What follows belongs to an exercise in optimizing a design on an open flow for small area, a short achievable clock period and few clock cycles per item; a production flow would make more cautious choices.
At most, simulation tests tie the RTL to the original design; equivalence was not proved.

## adf4350_plan
module adf4350_plan (
    input  wire        clk,
    input  wire        rst,           
    input  wire        in_valid,
    output wire        in_ready,
    input  wire [31:0] in_f,          
    input  wire [15:0] in_ref,        
    output wire        out_valid,
    input  wire        out_ready,
    output wire [2:0]  out_div,
    output wire [22:0] out_int,
    output wire [22:0] out_frac,
    output wire [22:0] out_mod
);
Size: roughly 1200 cells after synthesis, about 81 flip-flops, roughly 130 I/O pins, about 11000 sq um of cells after synthesis.
Settings: LEC_CHECK=0, ABC_CLOCK_PERIOD_IN_PS=3600, CAP_MARGIN=20, CORE_MARGIN=2, CORE_UTILIZATION=40, SETUP_SLACK_MARGIN=2.5, SLEW_MARGIN=20; clock period 7.0 ns.
run.sh (not shown) runs the stock make flow with config.mk's settings and CLKGATE_MAP_FILE= SYNTH_SCRIPT=/design/flow/synth_recipe.tcl, a recipe that flattens the netlist after the stock synthesis.
Then changed:
Settings changed: ABC_AREA set to 1, ABC_CLOCK_PERIOD_IN_PS 3600 to 3400, SETUP_SLACK_MARGIN 2.5 to 3.4.
The changed run went through all stages and came out clean.
First-iteration DRC count came out higher by 8.7%.
Count of clock-buffer cells in the layout does not change.
Cell count rose by 9.3%.
Wire length came out higher by 4.5%.
Sequential share of layout area shrinks by 1.2 points.
Flip-flop and latch count is unchanged.
Register-to-register slack is better by 480 ps.
Non-clock buffer count increases by 86.
Cell area went up by 7.5%.
No functional check of the RTL was part of any run of this note.

---

Another version of the RTL of adf4350_plan (not shown whole).
Size in the first run: roughly 1100 cells after synthesis, ~130 I/O pins, ~8100 um2 of cells after synthesis.
==> flow/config.mk <==
export PLATFORM = sky130hd
export DESIGN_NAME = adf4350_plan
export DESIGN_NICKNAME = adf4350_plan
export VERILOG_FILES = /design/flow/design.v
export SDC_FILE = /design/flow/constraint.sdc
export NUM_CORES = 4
export LEC_CHECK = 0
export ABC_AREA = 1
export CAP_MARGIN = 20
export CORE_MARGIN = 2
export CORE_UTILIZATION = 70
export SETUP_SLACK_MARGIN = 2.4
export SLEW_MARGIN = 20
==> flow/constraint.sdc <==
create_clock -name core_clock -period 7.0 [get_ports {clk}]
set_input_delay 1.4000 -clock core_clock [delete_from_list [all_inputs] [get_ports {clk}]]
set_output_delay 1.4000 -clock core_clock [all_outputs]
set_load 0.01 [all_outputs]
standard.sh (not shown) runs the stock make flow with config.mk's settings and CLKGATE_MAP_FILE= SYNTH_SCRIPT=/design/flow/synth_recipe.tcl, a recipe that flattens the netlist after the stock synthesis.
==> flow/flow/run.sh <==
#!/bin/bash
set -euo pipefail
export BUFFER_PORTS_ARGS="-buffer_cell sky130_fd_sc_hd__buf_1"
bash standard.sh > orfs_make.log 2>&1
The baseline completed with no timing, DRC or antenna violations.
Testbench counts at the start, summed over its fixed seeds: cycles 21,748, items 1,600.
Rerun with:
ABC_CLOCK_PERIOD_IN_PS = 3400   (was default)
CORE_UTILIZATION = 40   (was 70)
SETUP_SLACK_MARGIN = 2.0   (was 2.4)
The changed run produced a clean layout.
Critical path depth is unchanged.
Cell area decreases by 6.3%.
First-iteration DRC count falls by 65%.
Rerun with:
ABC_CLOCK_PERIOD_IN_PS = default   (was 3400)
CORE_UTILIZATION = 60   (was 40)
SETUP_SLACK_MARGIN = 2.2   (was 2.0)
TNS_END_PERCENT = 10   (was default)
After rerunning: Global-route usage increases by 8.3 points; final area is about the same; worst setup slack gets better by 0.14 ns; via count increases by 2.3%; wire length decreases by 4.1%; non-clock buffer count increases by 8; flip-flop and latch count does not change; count of clock-buffer cells in the layout increases by 3; synthesized cell count is unchanged.
Rerun with:
==> flow/run.sh (new file) <==
#!/bin/bash
# synth_recipe.tcl (not shown) runs the flow's synth.tcl, then flattens the netlist and writes it again
# the make line also repeats each setting of config.mk as NAME=value (left out here)
make -C /OpenROAD-flow-scripts/flow DESIGN_CONFIG=/design/flow/config.mk WORK_HOME=/design/flow/orfs CLKGATE_MAP_FILE= SYNTH_SCRIPT=/design/flow/synth_recipe.tcl finish
ABC_AREA = default   (was 1)
ABC_CLOCK_PERIOD_IN_PS = 4000   (was default)
CORE_UTILIZATION = 40   (was 60)
SETUP_SLACK_MARGIN = 3.0   (was 2.2)
TNS_END_PERCENT = default   (was 10)
removed: flow/flow/run.sh
removed: flow/standard.sh
Effect:
- The new run passed the timing, DRC and antenna checks
- first-iteration DRC count fell by 34%
- setup slack is worse by 0.32 ns
- global-route usage fell by 6.5 points
- utilization fell by 15 points
- clock-buffer cell count fell by 1
- cell count fell by about 1.2%
- area after synthesis stays flat

---

adf4350_plan again, from the RTL that the note above started with.
export LEC_CHECK = 0
export ABC_CLOCK_PERIOD_IN_PS = 5000
export CAP_MARGIN = 20
export CORE_MARGIN = 2
export CORE_UTILIZATION = 40
export SETUP_SLACK_MARGIN = 1.0
export SLEW_MARGIN = 20
create_clock -name core_clock -period 7.0 [get_ports {clk}]
==> flow/flow/run.sh <==
#!/bin/bash
set -euo pipefail
export BUFFER_PORTS_ARGS="-buffer_cell sky130_fd_sc_hd__buf_2"
bash standard.sh > orfs_make.log 2>&1
The first run finished with timing, DRC and antenna clean.
Testbench counts at the start, summed over its fixed seeds: cycles 21,748, items 1,600.
Change:
==> flow/flow/run.sh (replaced) <==
#!/bin/bash
set -euo pipefail
export BUFFER_PORTS_ARGS="-buffer_cell sky130_fd_sc_hd__buf_1"
bash standard.sh > orfs_make.log 2>&1
ABC_AREA = 1   (was default)
ABC_CLOCK_PERIOD_IN_PS = default   (was 5000)
CORE_UTILIZATION = 60   (was 40)
PLACE_DENSITY = 0.75   (was default)
SETUP_SLACK_MARGIN = 2.2   (was 1.0)
The changed run produced a clean layout.
Maximum frequency climbs by 20%.
Design area increases by 3.5%.
Cell count goes up by 6.8%.
Routed wire length grows by 1.7%.
Clock skew drops by 3.2 ps.

---

Starting RTL as in the previous note.
Design adf4350_plan, start of the top module:
module adf4350_plan (
    input  wire        clk,
    input  wire        rst,           
    input  wire        in_valid,
    output wire        in_ready,
    input  wire [31:0] in_f,          
    input  wire [15:0] in_ref,        
    output wire        out_valid,
    input  wire        out_ready,
    output wire [2:0]  out_div,
    output wire [22:0] out_int,
    output wire [22:0] out_frac,
    output wire [22:0] out_mod
);
    reg        busy;
    reg        done;
    reg [3:0]  cnt;         
    reg [2:0]  div_r;
    reg [23:0] q_r;         
    reg        c_r;         
    reg [2:0]  r5;
    reg [22:0] rem;         
    reg [20:0] mod_q;       
    wire accept = in_valid & in_ready;
    assign in_ready  = ~busy & (~done | out_ready);
    assign out_valid = done;
    reg [2:0] div_sel;
    always @(*) begin
        if      (in_f < 32'd68750)   div_sel = 3'd6;
        else if (in_f < 32'd137500)  div_sel = 3'd5;
        else if (in_f < 32'd275000)  div_sel = 3'd4;
        else if (in_f < 32'd550000)  div_sel = 3'd3;
        else if (in_f < 32'd1100000) div_sel = 3'd2;
        else if (in_f < 32'd2200000) div_sel = 3'd1;
        else                         div_sel = 3'd0;
    end
    wire [5:0]  top_d5 = in_f[31:24] / 3'd5;
    wire [2:0]  top_r5 = in_f[31:24] % 3'd5;
    wire [23:0] f_sh   = div_sel[0] ? {in_f[22:0], 1'b0} : in_f[23:0];
    wire [20:0] mod25  = ({5'd0, in_ref} << 4) + ({5'd0, in_ref} << 3) + {5'd0, in_ref};
    wire        zero_in = (cnt < {2'b00, div_r[2:1]});
    wire        n1 = q_r[23] & ~zero_in;
    wire        n2 = q_r[22] & ~zero_in;
    wire [3:0]  t1  = {r5, n1};                  
    wire        c1  = (t1 >= 4'd5);
    wire [2:0]  r51 = c1 ? (t1 - 4'd5) : t1[2:0];
    wire [23:0] rs1 = {rem, c_r};
    wire [24:0] tr1 = {1'b0, rs1} - {2'b00, mod_q, 2'b00};
    wire        ge1 = ~tr1[24];
    wire [22:0] rm1 = ge1 ? tr1[22:0] : rs1[22:0];
    wire [3:0]  t2  = {r51, n2};
    wire        c2  = (t2 >= 4'd5);
  ...
Settings: LEC_CHECK=0, ABC_AREA=1, ABC_CLOCK_PERIOD_IN_PS=4500, CAP_MARGIN=20, CORE_MARGIN=2, CORE_UTILIZATION=40, SETUP_SLACK_MARGIN=1.5, SLEW_MARGIN=20; clock period 7.0 ns.
==> flow/flow/run.sh <==
#!/bin/bash
set -euo pipefail
export BUFFER_PORTS_ARGS="-buffer_cell sky130_fd_sc_hd__buf_2"
bash standard.sh > orfs_make.log 2>&1
Testbench counts at the start, summed over its fixed seeds: cycles 21,748, items 1,600.
Edit:
==> flow/flow/run.sh (replaced) <==
#!/bin/bash
set -euo pipefail
export BUFFER_PORTS_ARGS="-buffer_cell sky130_fd_sc_hd__buf_1"
bash standard.sh > orfs_make.log 2>&1
--- a/flow/config.mk
+++ b/flow/config.mk
@@ -8,7 +8,7 @@
 export ABC_AREA = 1
-export ABC_CLOCK_PERIOD_IN_PS = 4500
 export CAP_MARGIN = 20
 export CORE_MARGIN = 2
-export CORE_UTILIZATION = 40
-export SETUP_SLACK_MARGIN = 1.5
+export CORE_UTILIZATION = 60
+export CTS_BUF_LIST = sky130_fd_sc_hd__clkbuf_8
+export SETUP_SLACK_MARGIN = 2.2
 export SLEW_MARGIN = 20
Effect: Wire length is lower by 4.9%. Final area is about the same. Hold slack improved by 0.018 ns. Critical path depth is higher by 5.
Edit:
--- a/flow/config.mk
+++ b/flow/config.mk
@@ -10,5 +10,4 @@
 export CORE_MARGIN = 2
-export CORE_UTILIZATION = 60
-export CTS_BUF_LIST = sky130_fd_sc_hd__clkbuf_8
-export SETUP_SLACK_MARGIN = 2.2
+export CORE_UTILIZATION = 40
+export SETUP_SLACK_MARGIN = 1.8
 export SLEW_MARGIN = 20
First-iteration DRC count decreases by 36%.
Synthesized cell count does not change.
Edit:
==> flow/flow/run.sh (replaced) <==
#!/bin/bash
set -euo pipefail
export BUFFER_PORTS_ARGS="-buffer_cell sky130_fd_sc_hd__buf_2"
bash standard.sh > orfs_make.log 2>&1
--- a/flow/config.mk
+++ b/flow/config.mk
@@ -7,3 +7,3 @@
 export LEC_CHECK = 0
-export ABC_AREA = 1
+export ABC_CLOCK_PERIOD_IN_PS = 4000
 export CAP_MARGIN = 20
@@ -11,3 +11,3 @@
 export CORE_UTILIZATION = 40
-export SETUP_SLACK_MARGIN = 1.8
+export SETUP_SLACK_MARGIN = 3.0
 export SLEW_MARGIN = 20
After rerunning:
- worst setup slack loses 0.18 ns
- flip-flop and latch count is unchanged
- core utilization rose by 5.0 points
- first-iteration DRC count rose by 5.3%

---

Starting RTL as in the previous note.
export LEC_CHECK = 0
export ABC_AREA = 1
export ABC_CLOCK_PERIOD_IN_PS = 3600
export CAP_MARGIN = 20
export CORE_MARGIN = 2
export CORE_UTILIZATION = 40
export SETUP_SLACK_MARGIN = 2.6
export SLEW_MARGIN = 20
create_clock -name core_clock -period 7.0 [get_ports {clk}]
==> flow/flow/run.sh <==
#!/bin/bash
set -euo pipefail
export BUFFER_PORTS_ARGS="-buffer_cell sky130_fd_sc_hd__buf_1"
bash standard.sh > orfs_make.log 2>&1
The starting point finished clean.
Testbench counts at the start, summed over its fixed seeds: cycles 21,748, items 1,600.
Next try:
ABC_CLOCK_PERIOD_IN_PS = not set   (was 3600)
CORE_UTILIZATION = 55   (was 40)
SETUP_SLACK_MARGIN = 2.0   (was 2.6)
After rerunning: Setup slack is worse by 0.41 ns. Via count shrinks by 5.5%. Global-route usage grows by 6.0 points. Clock-buffer cell count increases by 1. Fmax is lower by about 8%. Cell count went down by 9.6%. First-iteration DRC count went down by about 24%. Core utilization increases by 12 points.
Next try:
CORE_UTILIZATION = 60   (was 55)
SETUP_SLACK_MARGIN = 2.2   (was 2.0)
What happened:
- The new run went through all stages and came out clean
- hold slack gets better by 0.0072 ns
- core utilization came out higher by 6.5 points
- setup slack improves by 0.26 ns
- clock skew hardly moves
- non-clock buffer count goes up by 4
- final cell count goes down by 0.36%
Next try:
ABC_CLOCK_PERIOD_IN_PS = 4000   (was not set)
CORE_UTILIZATION = 40   (was 60)
SETUP_SLACK_MARGIN = 2.0   (was 2.2)
=> Cell area went down by 0.55%. Via count drops by 2.6%. Die area grows by 48%. Final cell count rises by 5.9%. Worst setup slack got worse by 0.18 ns. Non-clock buffer count falls by 12.

---

adf4350_plan, a different RTL version from the one above (not shown whole).
Size in the first run: roughly 900 cells after synthesis, roughly 82 flip-flops, ~7600 sq um of cells after synthesis.
clock: 7.0 ns
lec_check: 0
abc_clock_period_in_ps: 3200
cap_margin: 20
core_margin: 2
core_utilization: 40
setup_slack_margin: 3.8
slew_margin: 20
run.sh (not shown) runs the stock make flow with config.mk's settings and CLKGATE_MAP_FILE= SYNTH_SCRIPT=/design/flow/synth_recipe.tcl, a recipe that flattens the netlist after the stock synthesis.
Stock flow here: none of the scripts above is used.
The baseline passed the timing, DRC and antenna checks.
Then changed:
--- a/flow/config.mk
+++ b/flow/config.mk
@@ -6,8 +6,6 @@
 export NUM_CORES = 4
 export LEC_CHECK = 0
-export ABC_CLOCK_PERIOD_IN_PS = 3200
 export CAP_MARGIN = 20
 export CORE_MARGIN = 2
 export CORE_UTILIZATION = 40
-export SETUP_SLACK_MARGIN = 3.8
 export SLEW_MARGIN = 20
Effect:
- maximum frequency went down by 27%
- worst setup slack loses 1.3 ns
- wire length fell by 7.1%
- die area does not change
- design area fell by 12%
- area after synthesis stays the same
- via count shrinks by 6.0%
- first-iteration DRC count falls by 39%
Function was not checked in any run of this note: the RTL went through the layout flow alone.

---

The RTL this note starts from:
==> flow/design.v <==
module adf4350_plan (
    input  wire        clk,
    input  wire        rst,           
    input  wire        in_valid,
    output wire        in_ready,
    input  wire [31:0] in_f,          
    input  wire [15:0] in_ref,        
    output wire        out_valid,
    input  wire        out_ready,
    output wire [2:0]  out_div,
    output wire [22:0] out_int,
    output wire [22:0] out_frac,
    output wire [22:0] out_mod
);
    reg        busy;
    reg        done;
    reg [3:0]  cnt;         
    reg [2:0]  div_r;
    reg [23:0] q_r;         
    reg        c_r;         
    reg [2:0]  r5;
    reg [22:0] rem;         
    reg [20:0] mod_q;       
    wire accept = in_valid & in_ready;
    assign in_ready  = ~busy & (~done | out_ready);
    assign out_valid = done;
    reg [2:0] div_sel;
    always @(*) begin
        if      (in_f < 32'd68750)   div_sel = 3'd6;
        else if (in_f < 32'd137500)  div_sel = 3'd5;
        else if (in_f < 32'd275000)  div_sel = 3'd4;
        else if (in_f < 32'd550000)  div_sel = 3'd3;
        else if (in_f < 32'd1100000) div_sel = 3'd2;
        else if (in_f < 32'd2200000) div_sel = 3'd1;
        else                         div_sel = 3'd0;
    end
    wire [5:0]  top_d5 = in_f[31:24] / 3'd5;
    wire [2:0]  top_r5 = in_f[31:24] % 3'd5;
    wire [23:0] f_sh   = div_sel[0] ? {in_f[22:0], 1'b0} : in_f[23:0];
    wire [20:0] mod25  = ({5'd0, in_ref} << 4) + ({5'd0, in_ref} << 3) + {5'd0, in_ref};
    wire        zero_in = (cnt < {2'b00, div_r[2:1]});
    wire        n1 = q_r[23] & ~zero_in;
    wire        n2 = q_r[22] & ~zero_in;
    wire [3:0]  t1  = {r5, n1};                  
    wire        c1  = (t1 >= 4'd5);
    wire [2:0]  r51 = c1 ? (t1 - 4'd5) : t1[2:0];
    wire [23:0] rs1 = {rem, c_r};
    wire [24:0] tr1 = {1'b0, rs1} - {2'b00, mod_q, 2'b00};
    wire        ge1 = ~tr1[24];
    wire [22:0] rm1 = ge1 ? tr1[22:0] : rs1[22:0];
    wire [3:0]  t2  = {r51, n2};
    wire        c2  = (t2 >= 4'd5);
    wire [2:0]  r52 = c2 ? (t2 - 4'd5) : t2[2:0];
    wire [23:0] rs2 = {rm1, c1};
    wire [24:0] tr2 = {1'b0, rs2} - {2'b00, mod_q, 2'b00};
    wire        ge2 = ~tr2[24];
    wire [22:0] rm2 = ge2 ? tr2[22:0] : rs2[22:0];
    assign out_div  = div_r;
    assign out_int  = q_r[22:0];
    assign out_frac = rem + {22'd0, c_r};
    assign out_mod  = {mod_q, 2'b00};
    always @(posedge clk) begin
        if (rst) begin
            busy <= 1'b0;
            done <= 1'b0;
        end else if (accept) begin
            busy <= 1'b1;
            done <= 1'b0;
        end else if (busy) begin
            if (cnt == 4'd0) begin
                busy <= 1'b0;
                done <= 1'b1;
            end
        end else if (out_ready) begin
            done <= 1'b0;
        end
        if (accept) begin
            div_r <= div_sel;
            cnt   <= 4'd11 + {2'b00, div_sel[2:1]};
            q_r   <= f_sh;
            c_r   <= top_d5[0];
            r5    <= top_r5;
            rem   <= {18'd0, top_d5[5:1]};
            mod_q <= mod25;
        end else if (busy) begin
            cnt <= cnt - 4'd1;
            q_r <= {q_r[21:0], ge1, ge2};
            c_r <= c2;
            r5  <= r52;
            rem <= rm2;
        end
    end
endmodule
clock: 7.0 ns
lec_check: 0
abc_area: 1
cap_margin: 20
core_margin: 2
core_utilization: 60
setup_slack_margin: 2.2
slew_margin: 20
tns_end_percent: 0
standard.sh (not shown) runs the stock make flow with config.mk's settings and CLKGATE_MAP_FILE= SYNTH_SCRIPT=/design/flow/synth_recipe.tcl, a recipe that flattens the netlist after the stock synthesis.
Scripts as last shown in full above: flow/flow/run.sh
The starting point completed with no timing, DRC or antenna violations.
Testbench counts at the start, summed over its fixed seeds: cycles 21,748, items 1,600.
Then changed:
==> flow/run.sh (new file) <==
#!/bin/bash
# synth_recipe.tcl (not shown) runs the flow's synth.tcl, then flattens the netlist and writes it again
# the make line also repeats each setting of config.mk as NAME=value (left out here)
make -C /OpenROAD-flow-scripts/flow DESIGN_CONFIG=/design/flow/config.mk WORK_HOME=/design/flow/orfs CLKGATE_MAP_FILE= SYNTH_SCRIPT=/design/flow/synth_recipe.tcl finish
ABC_AREA = unset   (was 1)
ABC_CLOCK_PERIOD_IN_PS = 3400   (was unset)
CORE_UTILIZATION = 40   (was 60)
SETUP_SLACK_MARGIN = 3.6   (was 2.2)
TNS_END_PERCENT = unset   (was 0)
removed: flow/flow/run.sh
removed: flow/standard.sh
=> The new run finished with timing, DRC and antenna clean. Via count went up by about 1.4%. Count of clock-buffer cells in the layout went up by 1. Hold slack is better by 0.0093 ns. Flip-flop and latch count is unchanged.

==> port drivers added, routing unchanged <==
The flow's constraints put no driver on any port. The routed layouts listed below were extracted and timed again, unchanged, in two steps.
Step 1: set_driving_cell puts a clkbuf_16 on clk and a buf_2 on each other input, an assumption about the parent block.
Step 2 moves the port delays by t, midway between the first and last clock arrival at a register: inputs arrive t later, outputs are due t later. That takes back most of the time a late clock gives input paths.
a / b / c = ideal ports / drivers / drivers and shift; a / b = the first two.
| run | shift t [ns] | setup WS [ns] | latest minus earliest clock arrival (ns) | worst register clock-pin slew, ns |
|---|---|---|---|---|
| the first run of note 1 | 0.398 | 2.267 / 2.267 / 2.267 | 0.015 / 0.016 | 0.07 / 0.07 |
| the second run of note 1 | 0.396 | 2.744 / 2.744 / 2.575 | 0.015 / 0.016 | 0.08 / 0.08 |
| the first run of note 2 | 0.387 | 1.959 / 1.959 / 1.959 | 0.012 / 0.012 | 0.07 / 0.07 |
| the second run of note 2 | 0.400 | 2.259 / 2.259 / 2.008 | 0.011 / 0.011 | 0.07 / 0.07 |
| the third run of note 2 | 0.390 | 2.403 / 2.403 / 2.089 | 0.010 / 0.009 | 0.07 / 0.07 |
| the fourth run of note 2 | 0.391 | 2.084 / 2.084 / 2.084 | 0.010 / 0.011 | 0.07 / 0.07 |
| the first run of note 3 | 0.392 | 1.404 / 1.404 / 1.404 | 0.014 / 0.014 | 0.07 / 0.07 |
| the second run of note 3 | 0.381 | 2.322 / 2.322 / 2.174 | 0.009 / 0.008 | 0.07 / 0.07 |
| the first run of note 4 | 0.397 | 1.937 / 1.937 / 1.937 | 0.007 / 0.008 | 0.07 / 0.07 |
| the second run of note 4 | 0.402 | 2.331 / 2.331 / 2.183 | 0.014 / 0.014 | 0.09 / 0.09 |
| the third run of note 4 | 0.399 | 2.195 / 2.195 / 1.966 | 0.012 / 0.012 | 0.07 / 0.07 |
| the fourth run of note 4 | 0.394 | 2.011 / 2.011 / 2.011 | 0.010 / 0.010 | 0.07 / 0.07 |
| the first run of note 5 | 0.390 | 2.588 / 2.588 / 2.370 | 0.008 / 0.008 | 0.07 / 0.07 |
| the second run of note 5 | 0.383 | 2.180 / 2.180 / 2.098 | 0.010 / 0.010 | 0.07 / 0.07 |
| the third run of note 5 | 0.390 | 2.438 / 2.405 / 2.173 | 0.010 / 0.010 | 0.07 / 0.07 |
| the fourth run of note 5 | 0.400 | 2.259 / 2.259 / 2.008 | 0.011 / 0.011 | 0.07 / 0.07 |
| the first run of note 6 | 0.388 | 3.395 / 3.352 / 3.435 | 0.009 / 0.009 | 0.07 / 0.07 |
| the second run of note 6 | 0.385 | 2.059 / 2.015 / 1.973 | 0.013 / 0.014 | 0.07 / 0.07 |
| the first run of note 7 | 0.391 | 2.376 / 2.376 / 2.086 | 0.010 / 0.009 | 0.07 / 0.07 |
| the second run of note 7 | 0.387 | 1.984 / 1.984 / 1.984 | 0.011 / 0.011 | 0.07 / 0.07 |
After both steps every run listed still meets setup and hold. For the third run of note 2, which loses most, drivers alone change the setup slack by 0.000 ns; drivers and shift together by -0.314 ns.
